Background: an optimization exercise with open tools, aiming at small area, a short achievable clock period and few clock cycles per item. Do not read the settings as production practice. Function was checked by simulation only, so behaviour that the tests miss may differ from the original.

==> run a: inputs <==
==> flow/design.v (excerpt) <==
module cffu_chk (
    input  wire        clk,
    input  wire        rst,           
    input  wire        cmd_valid,
    output wire        cmd_ready,
    input  wire        cmd_crc32,     
    input  wire [19:0] cmd_len,       
    input  wire [31:0] cmd_expect,    
    input  wire        in_valid,
    output wire        in_ready,
    input  wire [31:0] in_data,
    output reg         done,
    output wire [31:0] result,
    output reg         match
);
export LEC_CHECK = 0
export CAP_MARGIN = 20
export CORE_MARGIN = 2
export CORE_UTILIZATION = 52
export SETUP_SLACK_MARGIN = 5
export SLEW_MARGIN = 20
export TNS_END_PERCENT = 0
create_clock -name core_clock -period 8.0 [get_ports {clk}]
standard.sh (not shown) runs the stock make flow with config.mk's settings and CLKGATE_MAP_FILE= SYNTH_SCRIPT=/design/flow/synth_recipe.tcl, a recipe that flattens the netlist after the stock synthesis.
==> flow/flow/run.sh <==
#!/bin/bash
# Standard synthesis, then the combinational logic between the standard
# synthesis's registers is re-mapped by ABC for delay (registers, their names
# and cell types are kept as they are), then the standard layout with
# port buffers of our choosing.
set -euo pipefail
W=$(pwd)
R=$W/orfs/results/$FLOW_PLATFORM/cffu_chk/base
LIB=$FLOW_HOME/platforms/$FLOW_PLATFORM/lib/sky130_fd_sc_hd__tt_025C_1v80.lib

bash standard.sh synth > $W/flow_synth.log 2>&1

cp $R/1_2_yosys.v $W/standard_synth.v
DUARGS=""
for c in $(cat $W/flow/dontuse.txt); do DUARGS="$DUARGS -dont_use $c"; done
sed -e "s#@LIB@#$LIB#g" -e "s#@IN@#$W/standard_synth.v#" -e "s#@OUT@#$W/remapped.v#" \
    -e "s#@SCRIPT@#$W/flow/remap.abc#" -e "s#@DU@#$DUARGS#" $W/flow/remap.ys > $W/remap_run.ys
yosys -l $W/flow_remap.log -q $W/remap_run.ys > /dev/null 2>&1
cp $W/remapped.v $R/1_2_yosys.v
rm -f $R/1_synth.odb $R/1_synth.sdc

# repair settings, if any
if [[ -f $W/flow/env.sh ]]; then source $W/flow/env.sh; fi
# port buffers: see flow/ports.tcl
export DONT_BUFFER_PORTS=1
export PRE_GLOBAL_PLACE_TCL=$W/flow/ports.tcl
bash standard.sh > $W/flow_layout.log 2>&1
==> flow/flow/remap.abc <==
strash; dch; map -D 2000
Other scripts of this flow, unchanged in this note and not shown: flow/flow/dontuse.txt, flow/flow/env.sh, flow/flow/ports.tcl, flow/flow/remap.ys
==> run b: changes against run a <==
--- a/flow/design.v
+++ b/flow/design.v
@@ -24,19 +24,21 @@
     reg  [3:0]  kcnt;
     reg         qstep, a_ex, b_ex;
     reg  [4:0]  icnt;
     reg         empty;        
     reg         alg_crc;
     reg  [1:0]  zpad;         
     reg  [31:0] expect_q;
     reg  [17:0] wcnt;         
+    reg         wpart;        
     reg  [31:0] in_q;
     reg         in_v, in_l;
     reg  [9:0]  sw_s;
+    reg  [10:0] sw_t;         
     reg  [11:0] sw_w;
     reg         sw_v, sw_l;
     reg  [16:0] xq;           
     reg         ga_q, gb_q;   
     reg  [15:0] lo, hi;       
     reg         a16;          
     reg  [1:0]  bh;           
     assign cmd_ready = cr_q;
@@ -80,24 +82,24 @@
             3'd4: mul15 = 7'd60;
             3'd5: mul15 = 7'd75;
             3'd6: mul15 = 7'd90;
             default: mul15 = 7'd105;
         endcase
     endfunction
     wire [17:0] len_w  = cmd_len[19:2];
     wire        len_p  = |cmd_len[1:0];
+    wire        wc0    = (wcnt == 18'd0);
     wire        wc1    = (wcnt == 18'd1);
     wire        wc2    = (wcnt == 18'd2);
-    wire        last1  = in_v ? wc2 : wc1;
-    reg  [17:0] nwords, wdec;
+    wire        last1  = wpart ? (in_v ? wc1 : wc0) : (in_v ? wc2 : wc1);
+    reg  [17:0] wdec;
     integer     k;
     always @(*) begin
         for (k = 0; k < 18; k = k + 1) begin
-            nwords[k] = len_w[k] ^ (len_p & (&(len_w | ~((18'd1 << k) - 18'd1))));
             wdec[k]   = wcnt[k] ^ ~(|(wcnt & ((18'd1 << k) - 18'd1)));
         end
     end
     reg [31:0] tmask;
     always @(*) begin
         case (zpad)
             2'd1:    tmask = 32'h00FFFFFF;
             2'd2:    tmask = 32'h0000FFFF;
@@ -110,30 +112,33 @@
     wire [17:0] e0 = {10'd0, d0}, e1 = {10'd0, d1}, e2 = {10'd0, d2}, e3 = {10'd0, d3};
     wire [17:0] s_a = csa_s(e0, e1, e2), s_b = csa_c(e0, e1, e2);
     wire [17:0] s_sum18 = add3(s_a, s_b, e3);
     wire [9:0]  s_sum = s_sum18[9:0];
     wire [17:0] w_a = csa_s(e0 << 2, e1 << 1, e1), w_b = csa_c(e0 << 2, e1 << 1, e1);
     wire [17:0] w_c = csa_s(w_a, w_b, e2 << 1), w_d = csa_c(w_a, w_b, e2 << 1);
     wire [17:0] w_sum18 = add3(w_c, w_d, e3);
     wire [11:0] w_sum = w_sum18[11:0];
+    wire [17:0] t_c = csa_s(s_a, s_b, e3), t_d = csa_c(s_a, s_b, e3);
+    wire [17:0] t_sum18 = add3(t_c, t_d, 18'd15);
+    wire [10:0] t_sum = t_sum18[10:0];
     wire [3:0]  zk     = {2'd0, zpad};
     wire        afin_n = adl_last | (st_ini & empty & !alg_crc) | (st_afin & !b_ex);
     wire [3:0]  kcnt_n = st_afin ? kcnt + 4'd1 : 4'd0;
     wire        qstep_n = afin_n & (zpad != 2'd0) & (kcnt_n >= 4'd2) & (kcnt_n <= zk + 4'd1);
     wire        a_ex_n  = afin_n & (kcnt_n == 4'd2);
     wire        b_ex_n  = afin_n & (kcnt_n == ((zpad == 2'd0) ? 4'd3 : zk + 4'd5));
     wire        ga_set = st_afin & (kcnt == 4'd1);
     wire        gb_set = st_afin & (kcnt == ((zpad == 2'd0) ? 4'd2 : zk + 4'd4));
     wire        ge_a   = (&lo[15:4]) & (|lo[3:0]);
     wire        ge_b   = (&hi[15:4]) & (|hi[3:0]);
     wire        fa     = a16 | ga_q;
     wire [1:0]  fb     = {bh[1], bh[0] | gb_q};
     wire [2:0]  a_top  = {a16, lo[15:14]};
-    wire [17:0] a_nx18 = add3({2'd0, lo}, {14'd0, fa, fa, fa, fa}, {8'd0, sw_s});
+    wire [17:0] a_nx18 = ks_add({2'd0, lo}, fa ? {7'd0, sw_t} : {8'd0, sw_s});
     wire [16:0] a_nx   = a_nx18[16:0];
     wire [17:0] b_nx   = add3({2'd0, hi}, {11'd0, mul15({1'b0, fb})}, {1'b0, xq});
     wire [16:0] x_op1  = sw_v ? {1'b0, lo[13:0], 2'd0} : qstep ? {1'b0, ~lo} : 17'd0;
     wire [16:0] x_op2  = sw_v ? {10'd0, mul15(a_top)} : 17'd0;
     wire [16:0] x_op3  = {5'd0, sw_w} | (qstep ? 17'd65507 : 17'd0);
     wire [17:0] x_nx18 = add3({1'b0, x_op1}, {1'b0, x_op2}, {1'b0, x_op3});
     wire [16:0] x_nx   = x_nx18[16:0];
     function [31:0] crc32_unbit(input [31:0] r);
@@ -252,23 +257,25 @@
     wire inv_last   = st_inv & (icnt == 5'd0);
     wire to_fin     = (crc_last & (zpad == 2'd0)) | (st_ini & empty & alg_crc) | b_ex | inv_last;
     always @(posedge clk) begin
         if (cr_q) begin
             alg_crc  <= cmd_crc32;
             zpad     <= -cmd_len[1:0];
             expect_q <= cmd_expect;
             empty    <= (cmd_len == 20'd0);
+            wpart    <= len_p;
         end
         if (cr_q)
-            wcnt <= nwords;
+            wcnt <= len_w;
         else if (in_v)
             wcnt <= wdec;
         in_q <= in_m;
         sw_s <= in_v ? s_sum : 10'd0;
+        sw_t <= in_v ? t_sum : 11'd15;
         sw_w <= in_v ? w_sum : 12'd0;
         xq   <= x_nx;
         ga_q <= ga_set & ge_a & !a16;
         gb_q <= gb_set & ge_b & !bh[0];
         if (st_ini) begin
             lo  <= alg_crc ? 16'd0 : 16'd1;
             hi  <= 16'd0;
             a16 <= 1'b0;
==> flow/flow/remap.abc (replaced) <==
strash; &get -n; &dch; &nf -D 2000; &put
==> flow/config.mk (replaced) <==
export PLATFORM = sky130hd
export DESIGN_NAME = cffu_chk
export DESIGN_NICKNAME = cffu_chk
export VERILOG_FILES = /design/flow/design.v
export SDC_FILE = /design/flow/constraint.sdc
export NUM_CORES = 4
export LEC_CHECK = 0
export CAP_MARGIN = 20
export CORE_MARGIN = 2
export CORE_UTILIZATION = 60
export SETUP_SLACK_MARGIN = 5
export SLEW_MARGIN = 20
export TNS_END_PERCENT = 0
==> run c: changes against run a <==
==> flow/config.mk (replaced) <==
export PLATFORM = sky130hd
export DESIGN_NAME = cffu_chk
export DESIGN_NICKNAME = cffu_chk
export VERILOG_FILES = /design/flow/design.v
export SDC_FILE = /design/flow/constraint.sdc
export NUM_CORES = 4
export LEC_CHECK = 0
export CAP_MARGIN = 20
export CORE_MARGIN = 2
export CORE_UTILIZATION = 58
export SETUP_SLACK_MARGIN = 5
export SLEW_MARGIN = 20
==> qor summary <==
                                                                                run a                    run b                    run c
Outcome                                                       complete, no violations  complete, no violations  complete, no violations
Number of DRC violations after detailed-routing iteration 0                      1541                     1109                     1637
Global-route wire length before repair                                       77300 µm                 65400 µm                 77200 µm
Cell count after synthesis                                                       2082                     1565                     2082
Data required time of the worst path                                          8290 ps                  8160 ps                  8200 ps
Crit path from                                                                  lo[9]                    hi[7]               cmd_len[1]
WL met3                                                                       5300 µm                  3550 µm                  6410 µm
Seq/total area                                                                  28.8%                    30.7%                    27.5%
HPWL after detailed placement                                                41300 µm                 32700 µm                 40800 µm
Post-CTS resize count                                                              37                       55                      193
Met1 Wirelength                                                              21500 µm                 18100 µm                 20000 µm
Seq. cell area                                                            0.00450 mm²              0.00478 mm²              0.00457 mm²
Share of the cycle needed by the critical path after routing                    44.5%                    43.9%                    41.8%
Die Footprint                                                              0.0285 mm²               0.0246 mm²               0.0257 mm²
Area of combinational cells with multiple inputs                          0.00882 mm²              0.00951 mm²              0.00977 mm²
Share of cell area taken by multi-input logic gates                             56.4%                    61.2%                    58.8%
Worst-case hold slack                                                          402 ps                   450 ps                   409 ps
Testbench counts of run a, summed over its fixed seeds: cycles 47,128, bytes 184,073.
Testbench counts of run b, summed over its fixed seeds: cycles 47,128, bytes 184,073.
Testbench counts of run c, summed over its fixed seeds: cycles 47,128, bytes 184,073.


==> inputs of try-cedar <==
==> flow/design.v <==
module cffu_chk (
    input  wire        clk,
    input  wire        rst,           
    input  wire        cmd_valid,
    output wire        cmd_ready,
    input  wire        cmd_crc32,     
    input  wire [19:0] cmd_len,       
    input  wire [31:0] cmd_expect,    
    input  wire        in_valid,
    output wire        in_ready,
    input  wire [31:0] in_data,
    output reg         done,
    output wire [31:0] result,
    output reg         match
);
    localparam [31:0] CRC_POLY = 32'hEDB88320;
    reg         cr_q;         
    reg         rdy_q;        
    reg         st_ini;       
    reg         st_run;       
    reg         st_f1;        
    reg         st_f2;        
    reg         st_inv;       
    reg         st_fin;       
    reg  [4:0]  icnt;         
    reg         empty;        
    reg         alg_crc;
    reg  [1:0]  zpad;         
    reg  [31:0] expect_q;
    reg  [17:0] wcnt;         
    reg         wpart;        
    reg         last1;        
    reg  [31:0] in_q;
    reg         in_v, in_l;
    reg  [9:0]  sw_s;
    reg  [16:0] sw_w;
    reg         sw_v, sw_l;
    reg  [15:0] lo, hi;       
    reg         a16;          
    reg  [1:0]  bh;           
    assign cmd_ready = cr_q;
    assign in_ready  = rdy_q;
    assign result    = {hi, lo};
    wire accept = cmd_valid & cr_q;
    wire take   = in_valid & rdy_q;
    wire [17:0] len_w  = cmd_len[19:2];
    wire        len_p  = |cmd_len[1:0];
    wire        wc0    = (wcnt == 18'd0);
    wire        wc1    = (wcnt == 18'd1);
    wire        wc2    = (wcnt == 18'd2);
    reg [31:0] tmask;
    always @(*) begin
        case (zpad)
            2'd1:    tmask = 32'h00FFFFFF;
            2'd2:    tmask = 32'h0000FFFF;
            2'd3:    tmask = 32'h000000FF;
            default: tmask = 32'hFFFFFFFF;
        endcase
    end
    wire [31:0] in_m = in_data & (last1 ? tmask : 32'hFFFFFFFF);
    wire [7:0] d0 = in_q[7:0], d1 = in_q[15:8], d2 = in_q[23:16], d3 = in_q[31:24];
    wire [9:0]  s_sum = {2'd0, d0} + {2'd0, d1} + {2'd0, d2} + {2'd0, d3};
    reg  [16:0] v_sum;
    always @(*) begin
        case (zpad)
            2'd0: v_sum = {7'd0, d0, 2'd0} + {8'd0, d1, 1'b0} + {9'd0, d1} + {8'd0, d2, 1'b0} + {9'd0, d3};
            2'd1: v_sum = 17'd65521 + {8'd0, d0, 1'b0} + {9'd0, d0} + {8'd0, d1, 1'b0} + {9'd0, d2};
            2'd2: v_sum = 17'd65521 + {8'd0, d0, 1'b0} + {9'd0, d1} - {9'd0, d3};
            default: v_sum = 17'd65521 + {9'd0, d0} - {9'd0, d2} - {8'd0, d3, 1'b0};
        endcase
    end
    wire ge_a = (&lo[15:4]) & (|lo[3:0]);
    wire ge_b = (&hi[15:4]) & (|hi[3:0]);
    wire fa   = a16   | (st_f2 & ge_a);
    wire fb0  = bh[0] | (st_f2 & ge_b);
    wire fb1  = bh[1];
    wire [16:0] a_fold = {13'd0, fa, fa, fa, fa};
    wire [17:0] b_fold = {12'd0, fb1, fb0, 4'd0} - {16'd0, fb1, fb0};         
    wire [2:0]  a_top  = {a16, lo[15:14]};
    wire [17:0] a4_lo  = sw_v ? {2'd0, lo[13:0], 2'd0} : 18'd0;
    wire [17:0] a4_hi  = sw_v ? {11'd0, a_top, 4'd0} - {15'd0, a_top} : 18'd0;  
    wire [16:0] a_nx   = {1'b0, lo} + a_fold + {7'd0, sw_s};
    wire [17:0] b_nx   = {2'd0, hi} + b_fold + a4_lo + a4_hi + {1'b0, sw_w};
    function [31:0] crc32_word(input [31:0] r_in, input [31:0] d);
        integer i;
        reg [31:0] r;
        begin
            r = r_in ^ d;
            for (i = 0; i < 32; i = i + 1)
                r = r[0] ? ((r >> 1) ^ CRC_POLY) : (r >> 1);
            crc32_word = r;
        end
    endfunction
    function [31:0] crc32_unbit(input [31:0] r);
        reg [31:0] t;
        begin
            t = r[31] ? (r ^ CRC_POLY) : r;
            crc32_unbit = {t[30:0], r[31]};
        end
    endfunction
    wire [31:0] crc_c  = {hi, lo};
    wire [31:0] crc_nx = ~crc32_word(~crc_c, in_q);
    wire [31:0] crc_iv = ~crc32_unbit(~crc_c);
    wire crc_last   = st_run & alg_crc & in_v & in_l;
    wire adl_last   = st_run & !alg_crc & sw_v & sw_l;
    wire inv_last   = st_inv & (icnt == 5'd0);
    wire to_fin     = (crc_last & (zpad == 2'd0)) | (st_ini & empty & alg_crc) | st_f2 | inv_last;
    always @(posedge clk) begin
        if (cr_q) begin
            alg_crc  <= cmd_crc32;
            zpad     <= -cmd_len[1:0];
            expect_q <= cmd_expect;
            empty    <= (cmd_len == 20'd0);
        end
        if (cr_q) begin
            wcnt  <= len_w;
            wpart <= len_p;
            last1 <= (len_w == 18'd1 && !len_p) || (len_w == 18'd0 && len_p);
        end else if (take) begin
            if (!wc0) wcnt <= wcnt - 18'd1;
            else      wpart <= 1'b0;
            last1 <= (wc2 && !wpart) || (wc1 && wpart);
        end
        in_q <= in_m;
        sw_s <= in_v ? s_sum : 10'd0;
        sw_w <= in_v ? v_sum : 17'd0;
        if (st_ini) begin
            lo  <= alg_crc ? 16'd0 : 16'd1;
            hi  <= alg_crc ? 16'd0 : 16'hFFF1 - {14'd0, zpad};
            a16 <= 1'b0;
            bh  <= 2'd0;
        end else if (alg_crc) begin
            if (st_run & in_v)
                {hi, lo} <= crc_nx;
            else if (st_inv)
                {hi, lo} <= crc_iv;
        end else if ((st_run & sw_v) | st_f1 | st_f2) begin
            {a16, lo} <= a_nx;
            {bh, hi}  <= b_nx;
        end
        if (st_ini)
            icnt <= {zpad, 3'b000} - 5'd1;
        else if (st_inv)
            icnt <= icnt - 5'd1;
        if (rst) begin
            cr_q   <= 1'b1;
            rdy_q  <= 1'b0;
            st_ini <= 1'b0;
            st_run <= 1'b0;
            st_f1  <= 1'b0;
            st_f2  <= 1'b0;
            st_inv <= 1'b0;
            st_fin <= 1'b0;
            done   <= 1'b0;
            match  <= 1'b0;
            in_v   <= 1'b0;
            in_l   <= 1'b0;
            sw_v   <= 1'b0;
            sw_l   <= 1'b0;
        end else begin
            in_v <= take;
            in_l <= take & last1;
            sw_v <= in_v;
            sw_l <= in_l;
            done  <= st_fin;
            match <= ({hi, lo} == expect_q);
            st_ini <= accept;
            st_run <= (st_ini & !empty) | (st_run & !crc_last & !adl_last);
            st_f1  <= adl_last | (st_ini & empty & !alg_crc);
            st_f2  <= st_f1;
            st_inv <= (crc_last & (zpad != 2'd0)) | (st_inv & !inv_last);
            st_fin <= to_fin;
            cr_q   <= to_fin | (cr_q & !accept);
            if (accept)
                rdy_q <= (cmd_len != 20'd0);
            else if (take & last1)
                rdy_q <= 1'b0;
        end
    end
endmodule
==> flow/run.sh <==
#!/bin/bash
# synth_recipe.tcl (not shown) runs the flow's synth.tcl, then flattens the netlist and writes it again
# the make line also repeats each setting of config.mk as NAME=value (left out here)
make -C /OpenROAD-flow-scripts/flow DESIGN_CONFIG=/design/flow/config.mk WORK_HOME=/design/flow/orfs CLKGATE_MAP_FILE= SYNTH_SCRIPT=/design/flow/synth_recipe.tcl finish
==> flow/config.mk <==
export PLATFORM = sky130hd
export DESIGN_NAME = cffu_chk
export DESIGN_NICKNAME = cffu_chk
export VERILOG_FILES = /design/flow/design.v
export SDC_FILE = /design/flow/constraint.sdc
export NUM_CORES = 4
export LEC_CHECK = 0
export CAP_MARGIN = 20
export CORE_MARGIN = 2
export CORE_UTILIZATION = 40
export SLEW_MARGIN = 20
==> flow/constraint.sdc <==
create_clock -name core_clock -period 8.0 [get_ports {clk}]
set_input_delay 1.6000 -clock core_clock [delete_from_list [all_inputs] [get_ports {clk}]]
set_output_delay 1.6000 -clock core_clock [all_outputs]
set_load 0.01 [all_outputs]
==> inputs of try-fjord, as changes to try-cedar <==
==> flow/design.v, changed modules only <==
module cffu_chk (
    input  wire        clk,
    input  wire        rst,           
    input  wire        cmd_valid,
    output wire        cmd_ready,
    input  wire        cmd_crc32,     
    input  wire [19:0] cmd_len,       
    input  wire [31:0] cmd_expect,    
    input  wire        in_valid,
    output wire        in_ready,
    input  wire [31:0] in_data,
    output reg         done,
    output wire [31:0] result,
    output reg         match
);
    localparam [31:0] CRC_POLY = 32'hEDB88320;
    reg         cr_q;         
    reg         rdy_q;        
    reg         st_ini;       
    reg         st_run;       
    reg         st_f1;        
    reg         st_f2;        
    reg         st_n;         
    reg         st_inv;       
    reg         st_fin;       
    reg  [4:0]  icnt;         
    reg         empty;        
    reg         alg_crc;
    reg  [1:0]  zpad;         
    reg  [31:0] expect_q;
    reg  [17:0] wcnt;         
    reg         wpart;        
    reg         last1;        
    reg  [31:0] in_q;
    reg         in_v, in_l;
    reg  [9:0]  sw_s;
    reg  [15:0] sw_w;
    reg         sw_v, sw_l;
    reg  [15:0] lo, hi;       
    reg         a16;          
    reg  [1:0]  bh;           
    assign cmd_ready = cr_q;
    assign in_ready  = rdy_q;
    assign result    = {hi, lo};
    wire accept = cmd_valid & cr_q;
    wire take   = in_valid & rdy_q;
    wire [17:0] len_w  = cmd_len[19:2];
    wire        len_p  = |cmd_len[1:0];
    wire        wc0    = (wcnt == 18'd0);
    wire        wc1    = (wcnt == 18'd1);
    wire        wc2    = (wcnt == 18'd2);
    reg [31:0] tmask;
    always @(*) begin
        case (zpad)
            2'd1:    tmask = 32'h00FFFFFF;
            2'd2:    tmask = 32'h0000FFFF;
            2'd3:    tmask = 32'h000000FF;
            default: tmask = 32'hFFFFFFFF;
        endcase
    end
    wire [31:0] in_m = in_data & (last1 ? tmask : 32'hFFFFFFFF);
    wire [7:0] d0 = in_q[7:0], d1 = in_q[15:8], d2 = in_q[23:16], d3 = in_q[31:24];
    wire [9:0]  s_sum = {2'd0, d0} + {2'd0, d1} + {2'd0, d2} + {2'd0, d3};
    wire [11:0] v_sum = {2'd0, d0, 2'd0} + {3'd0, d1, 1'b0} + {4'd0, d1} + {3'd0, d2, 1'b0} + {4'd0, d3};
    wire ge_a = (&lo[15:4]) & (|lo[3:0]);
    wire ge_b = (&hi[15:4]) & (|hi[3:0]);
    wire fa   = a16   | (st_f2 & ge_a);
    wire fb0  = bh[0] | (st_f2 & ge_b);
    wire fb1  = bh[1];
    wire [16:0] a_fold = {13'd0, fa, fa, fa, fa};
    wire [17:0] b_fold = {12'd0, fb1, fb0, 4'd0} - {16'd0, fb1, fb0};         
    wire [2:0]  a_top  = {a16, lo[15:14]};
    wire [17:0] a4_lo  = sw_v ? {2'd0, lo[13:0], 2'd0} : st_n ? {2'd0, ~lo} : 18'd0;
    wire [17:0] a4_hi  = sw_v ? {11'd0, a_top, 4'd0} - {15'd0, a_top} : 18'd0;  
    wire [16:0] a_nx   = {1'b0, lo} + a_fold + {7'd0, sw_s};
    wire [17:0] b_nx   = {2'd0, hi} + b_fold + a4_lo + a4_hi + {2'd0, sw_w};
    function [31:0] crc32_word(input [31:0] r_in, input [31:0] d);
        integer i;
        reg [31:0] r;
        begin
            r = r_in ^ d;
            for (i = 0; i < 32; i = i + 1)
                r = r[0] ? ((r >> 1) ^ CRC_POLY) : (r >> 1);
            crc32_word = r;
        end
    endfunction
    function [31:0] crc32_unbit(input [31:0] r);
        reg [31:0] t;
        begin
            t = r[31] ? (r ^ CRC_POLY) : r;
            crc32_unbit = {t[30:0], r[31]};
        end
    endfunction
    wire [31:0] crc_c  = {hi, lo};
    wire [31:0] crc_nx = ~crc32_word(~crc_c, in_q);
    wire [31:0] crc_iv = ~crc32_unbit(~crc_c);
    wire crc_last   = st_run & alg_crc & in_v & in_l;
    wire adl_last   = st_run & !alg_crc & sw_v & sw_l;
    wire inv_last   = st_inv & (icnt == 5'd0);
    wire icnt0      = (icnt == 5'd0);
    wire n_next     = (st_f2 & !icnt0) | (st_n & (icnt != 5'd1));
    wire to_fin     = (crc_last & (zpad == 2'd0)) | (st_ini & empty & alg_crc) | (st_f2 & icnt0) | inv_last;
    always @(posedge clk) begin
        if (cr_q) begin
            alg_crc  <= cmd_crc32;
            zpad     <= -cmd_len[1:0];
            expect_q <= cmd_expect;
            empty    <= (cmd_len == 20'd0);
        end
        if (cr_q) begin
            wcnt  <= len_w;
            wpart <= len_p;
            last1 <= (len_w == 18'd1 && !len_p) || (len_w == 18'd0 && len_p);
        end else if (take) begin
            if (!wc0) wcnt <= wcnt - 18'd1;
            else      wpart <= 1'b0;
            last1 <= (wc2 && !wpart) || (wc1 && wpart);
        end
        in_q <= in_m;
        sw_s <= in_v ? s_sum : 10'd0;
        sw_w <= in_v ? {4'd0, v_sum} : n_next ? 16'd65507 : 16'd0;
        if (st_ini) begin
            lo  <= alg_crc ? 16'd0 : 16'd1;
            hi  <= 16'd0;
            a16 <= 1'b0;
            bh  <= 2'd0;
        end else if (alg_crc) begin
            if (st_run & in_v)
                {hi, lo} <= crc_nx;
            else if (st_inv)
                {hi, lo} <= crc_iv;
        end else if ((st_run & sw_v) | st_f1 | st_f2 | st_n) begin
            {a16, lo} <= a_nx;
            {bh, hi}  <= b_nx;
            if (st_f2) begin
                a16 <= 1'b0;
                bh  <= 2'd0;
            end
        end
        if (st_ini)
            icnt <= alg_crc ? {zpad, 3'b000} - 5'd1 : {3'd0, zpad};
        else if (st_inv | st_n)
            icnt <= icnt - 5'd1;
        if (rst) begin
            cr_q   <= 1'b1;
            rdy_q  <= 1'b0;
            st_ini <= 1'b0;
            st_run <= 1'b0;
            st_f1  <= 1'b0;
            st_f2  <= 1'b0;
            st_inv <= 1'b0;
            st_n   <= 1'b0;
            st_fin <= 1'b0;
            done   <= 1'b0;
            match  <= 1'b0;
            in_v   <= 1'b0;
            in_l   <= 1'b0;
            sw_v   <= 1'b0;
            sw_l   <= 1'b0;
        end else begin
            in_v <= take;
            in_l <= take & last1;
            sw_v <= in_v;
            sw_l <= in_l;
            done  <= st_fin;
            match <= ({hi, lo} == expect_q);
            st_ini <= accept;
            st_run <= (st_ini & !empty) | (st_run & !crc_last & !adl_last);
            st_f1  <= adl_last | (st_ini & empty & !alg_crc) | (st_n & (icnt == 5'd1));
            st_n   <= n_next;
            st_f2  <= st_f1;
            st_inv <= (crc_last & (zpad != 2'd0)) | (st_inv & !inv_last);
            st_fin <= to_fin;
            cr_q   <= to_fin | (cr_q & !accept);
            if (accept)
                rdy_q <= (cmd_len != 20'd0);
            else if (take & last1)
                rdy_q <= 1'b0;
        end
    end
endmodule
Settings changed: SETUP_SLACK_MARGIN set to 5.
==> inputs of try-quartz, as changes to try-cedar <==
==> flow/design.v, changed modules only <==
module cffu_chk (
    input  wire        clk,
    input  wire        rst,           
    input  wire        cmd_valid,
    output wire        cmd_ready,
    input  wire        cmd_crc32,     
    input  wire [19:0] cmd_len,       
    input  wire [31:0] cmd_expect,    
    input  wire        in_valid,
    output wire        in_ready,
    input  wire [31:0] in_data,
    output reg         done,
    output wire [31:0] result,
    output reg         match
);
    localparam [31:0] CRC_POLY = 32'hEDB88320;
    reg         cr_q;         
    reg         rdy_q;        
    reg         st_ini;       
    reg         st_run;       
    reg         st_f1;        
    reg         st_f2;        
    reg         st_n;         
    reg         st_inv;       
    reg         st_fin;       
    reg  [4:0]  icnt;         
    reg         empty;        
    reg         alg_crc;
    reg  [1:0]  zpad;         
    reg  [31:0] expect_q;
    reg  [17:0] wcnt;         
    reg         wpart;        
    reg         last1;        
    reg  [31:0] in_q;
    reg         in_v, in_l;
    reg  [9:0]  sw_s;
    reg  [15:0] sw_w;
    reg         sw_v, sw_l;
    reg  [15:0] lo, hi;       
    reg         a16;          
    reg  [1:0]  bh;           
    assign cmd_ready = cr_q;
    assign in_ready  = rdy_q;
    assign result    = {hi, lo};
    wire accept = cmd_valid & cr_q;
    wire take   = in_valid & rdy_q;
    wire [17:0] len_w  = cmd_len[19:2];
    wire        len_p  = |cmd_len[1:0];
    wire        wc0    = (wcnt == 18'd0);
    wire        wc1    = (wcnt == 18'd1);
    wire        wc2    = (wcnt == 18'd2);
    reg [31:0] tmask;
    always @(*) begin
        case (zpad)
            2'd1:    tmask = 32'h00FFFFFF;
            2'd2:    tmask = 32'h0000FFFF;
            2'd3:    tmask = 32'h000000FF;
            default: tmask = 32'hFFFFFFFF;
        endcase
    end
    wire [31:0] in_m = in_data & (last1 ? tmask : 32'hFFFFFFFF);
    wire [7:0] d0 = in_q[7:0], d1 = in_q[15:8], d2 = in_q[23:16], d3 = in_q[31:24];
    wire [9:0]  s_sum = {2'd0, d0} + {2'd0, d1} + {2'd0, d2} + {2'd0, d3};
    wire [11:0] v_sum = {2'd0, d0, 2'd0} + {3'd0, d1, 1'b0} + {4'd0, d1} + {3'd0, d2, 1'b0} + {4'd0, d3};
    wire ge_a = (&lo[15:4]) & (|lo[3:0]);
    wire ge_b = (&hi[15:4]) & (|hi[3:0]);
    wire fa   = a16   | (st_f2 & ge_a);
    wire fb0  = bh[0] | (st_f2 & ge_b);
    wire fb1  = bh[1];
    wire [16:0] a_fold = {13'd0, fa, fa, fa, fa};
    wire [17:0] b_fold = {12'd0, fb1, fb0, 4'd0} - {16'd0, fb1, fb0};         
    wire [2:0]  a_top  = {a16, lo[15:14]};
    wire [17:0] a4_lo  = sw_v ? {2'd0, lo[13:0], 2'd0} : st_n ? {2'd0, ~lo} : 18'd0;
    wire [17:0] a4_hi  = sw_v ? {11'd0, a_top, 4'd0} - {15'd0, a_top} : 18'd0;  
    wire [16:0] a_nx   = {1'b0, lo} + a_fold + {7'd0, sw_s};
    wire [17:0] b_nx   = {2'd0, hi} + b_fold + a4_lo + a4_hi + {2'd0, sw_w};
    function [31:0] crc32_word(input [31:0] r_in, input [31:0] d);
        integer i;
        reg [31:0] r;
        begin
            r = r_in ^ d;
            for (i = 0; i < 32; i = i + 1)
                r = r[0] ? ((r >> 1) ^ CRC_POLY) : (r >> 1);
            crc32_word = r;
        end
    endfunction
    function [31:0] crc32_unbit(input [31:0] r);
        reg [31:0] t;
        begin
            t = r[31] ? (r ^ CRC_POLY) : r;
            crc32_unbit = {t[30:0], r[31]};
        end
    endfunction
    wire [31:0] crc_c  = {hi, lo};
    wire [31:0] crc_nx = ~crc32_word(~crc_c, in_q);
    wire [31:0] crc_iv = ~crc32_unbit(~crc_c);
    wire crc_last   = st_run & alg_crc & in_v & in_l;
    wire adl_last   = st_run & !alg_crc & sw_v & sw_l;
    wire inv_last   = st_inv & (icnt == 5'd0);
    wire icnt0      = (icnt == 5'd0);
    wire n_next     = (st_f2 & !icnt0) | (st_n & (icnt != 5'd1));
    wire to_fin     = (crc_last & (zpad == 2'd0)) | (st_ini & empty & alg_crc) | (st_f2 & icnt0) | inv_last;
    always @(posedge clk) begin
        if (cr_q) begin
            alg_crc  <= cmd_crc32;
            zpad     <= -cmd_len[1:0];
            expect_q <= cmd_expect;
            empty    <= (cmd_len == 20'd0);
        end
        if (cr_q) begin
            wcnt  <= len_w;
            wpart <= len_p;
            last1 <= (len_w == 18'd1 && !len_p) || (len_w == 18'd0 && len_p);
        end else if (take) begin
            if (!wc0) wcnt <= wcnt - 18'd1;
            else      wpart <= 1'b0;
            last1 <= (wc2 && !wpart) || (wc1 && wpart);
        end
        in_q <= in_m;
        sw_s <= in_v ? s_sum : 10'd0;
        sw_w <= in_v ? {4'd0, v_sum} : n_next ? 16'd65507 : 16'd0;
        if (st_ini) begin
            lo  <= alg_crc ? 16'd0 : 16'd1;
            hi  <= 16'd0;
            a16 <= 1'b0;
            bh  <= 2'd0;
        end else if (alg_crc) begin
            if (st_run & in_v)
                {hi, lo} <= crc_nx;
            else if (st_inv)
                {hi, lo} <= crc_iv;
        end else if ((st_run & sw_v) | st_f1 | st_f2 | st_n) begin
            {a16, lo} <= a_nx;
            {bh, hi}  <= b_nx;
            if (st_f2) begin
                a16 <= 1'b0;
                bh  <= 2'd0;
            end
        end
        if (st_ini)
            icnt <= alg_crc ? {zpad, 3'b000} - 5'd1 : {3'd0, zpad};
        else if (st_inv | st_n)
            icnt <= icnt - 5'd1;
        if (rst) begin
            cr_q   <= 1'b1;
            rdy_q  <= 1'b0;
            st_ini <= 1'b0;
            st_run <= 1'b0;
            st_f1  <= 1'b0;
            st_f2  <= 1'b0;
            st_inv <= 1'b0;
            st_n   <= 1'b0;
            st_fin <= 1'b0;
            done   <= 1'b0;
            match  <= 1'b0;
            in_v   <= 1'b0;
            in_l   <= 1'b0;
            sw_v   <= 1'b0;
            sw_l   <= 1'b0;
        end else begin
            in_v <= take;
            in_l <= take & last1;
            sw_v <= in_v;
            sw_l <= in_l;
            done  <= st_fin;
            match <= ({hi, lo} == expect_q);
            st_ini <= accept;
            st_run <= (st_ini & !empty) | (st_run & !crc_last & !adl_last);
            st_f1  <= adl_last | (st_ini & empty & !alg_crc) | (st_n & (icnt == 5'd1));
            st_n   <= n_next;
            st_f2  <= st_f1;
            st_inv <= (crc_last & (zpad != 2'd0)) | (st_inv & !inv_last);
            st_fin <= to_fin;
            cr_q   <= to_fin | (cr_q & !accept);
            if (accept)
                rdy_q <= (cmd_len != 20'd0);
            else if (take & last1)
                rdy_q <= 1'b0;
        end
    end
endmodule
==> comparison <==
First-iteration DRC count, lowest first: try-quartz, try-fjord, try-cedar.
Flip-flop and latch count is the same in try-fjord and try-quartz.
In critical path depth, try-fjord and try-cedar do not differ.
Worst setup slack: try-fjord is higher than try-quartz (1200 ps).
Global-route usage: try-fjord > try-cedar > try-quartz.
==> figures <==
quantity	try-quartz	try-cedar	try-fjord
Launch point of the worst reg-to-reg path	hi[15]	hi[1]	hi[11]
Average vias per placed instance	5.14	5.35	5.18
Tapcell count	461	532	461
Sequential cell area fraction in the yosys report	28.7%	25.8%	28.7%
Met3 Resource Use GR	3.60%	4.51%	6.07%
Multiplexer fraction of the synthesized cell area	0.369%	0.441%	0.369%
Yosys reg bits	166	169	166
Run status	finished clean	finished clean	finished clean
Chip height	193 um	209 um	193 um
Worst Tran Pin Value	1030 ps	1050 ps	969 ps
Top fanout value on the critical path	19	5	7
Post-route design area	16,600 um^2	19,200 um^2	19,700 um^2
Setup clock skew after layout	15.5 ps	13.2 ps	22.9 ps
Top flip-flop cell by instance count after synthesis	sky130_fd_sc_hd__dfxtp_1	sky130_fd_sc_hd__edfxtp_1	sky130_fd_sc_hd__dfxtp_1
Testbench counts of try-cedar, summed over its fixed seeds: cycles 46,872, bytes 184,073.
Testbench counts of try-fjord, summed over its fixed seeds: cycles 47,024, bytes 184,073.
Testbench counts of try-quartz, summed over its fixed seeds: cycles 47,024, bytes 184,073.

-- re-timing with driven ports --
Ports are ideal in the flow. The routed layouts listed here were re-timed in OpenROAD. Step 1 (the two cells are an assumption about what drives the block):
set clk [get_ports {clk}]
set_driving_cell -lib_cell sky130_fd_sc_hd__clkbuf_16 $clk
set_driving_cell -lib_cell sky130_fd_sc_hd__buf_2 [delete_from_list [all_inputs] $clk]
Step 2 moves the port delays by t, midway between the first and last clock arrival at a register: inputs arrive t later, outputs are due t later. That takes back most of the time a late clock gives input paths. Slacks: ideal ports / drivers / drivers and shift; pairs: ideal ports / drivers.
run	t (ns)	setup slack, ns	worst hold slack (ns)	pins driven straight from the clock port
run a	0.502	4.443 / 4.443 / 4.123	0.402 / 0.402 / 0.402	1
run b	0.499	4.488 / 4.488 / 4.488	0.450 / 0.450 / 0.450	1
run c	0.502	4.653 / 4.638 / 4.136	0.409 / 0.409 / 0.409	1
try-cedar	0.537	1.425 / 1.425 / 1.425	0.472 / 0.472 / 0.472	1
try-fjord	0.480	2.797 / 2.797 / 2.797	0.443 / 0.443 / 0.443	1
try-quartz	0.498	1.597 / 1.597 / 1.597	0.468 / 0.468 / 0.468	1
After both steps setup and hold are still met in every run listed. For run c, which loses most, drivers alone change the setup slack by -0.015 ns; drivers and shift together by -0.517 ns.
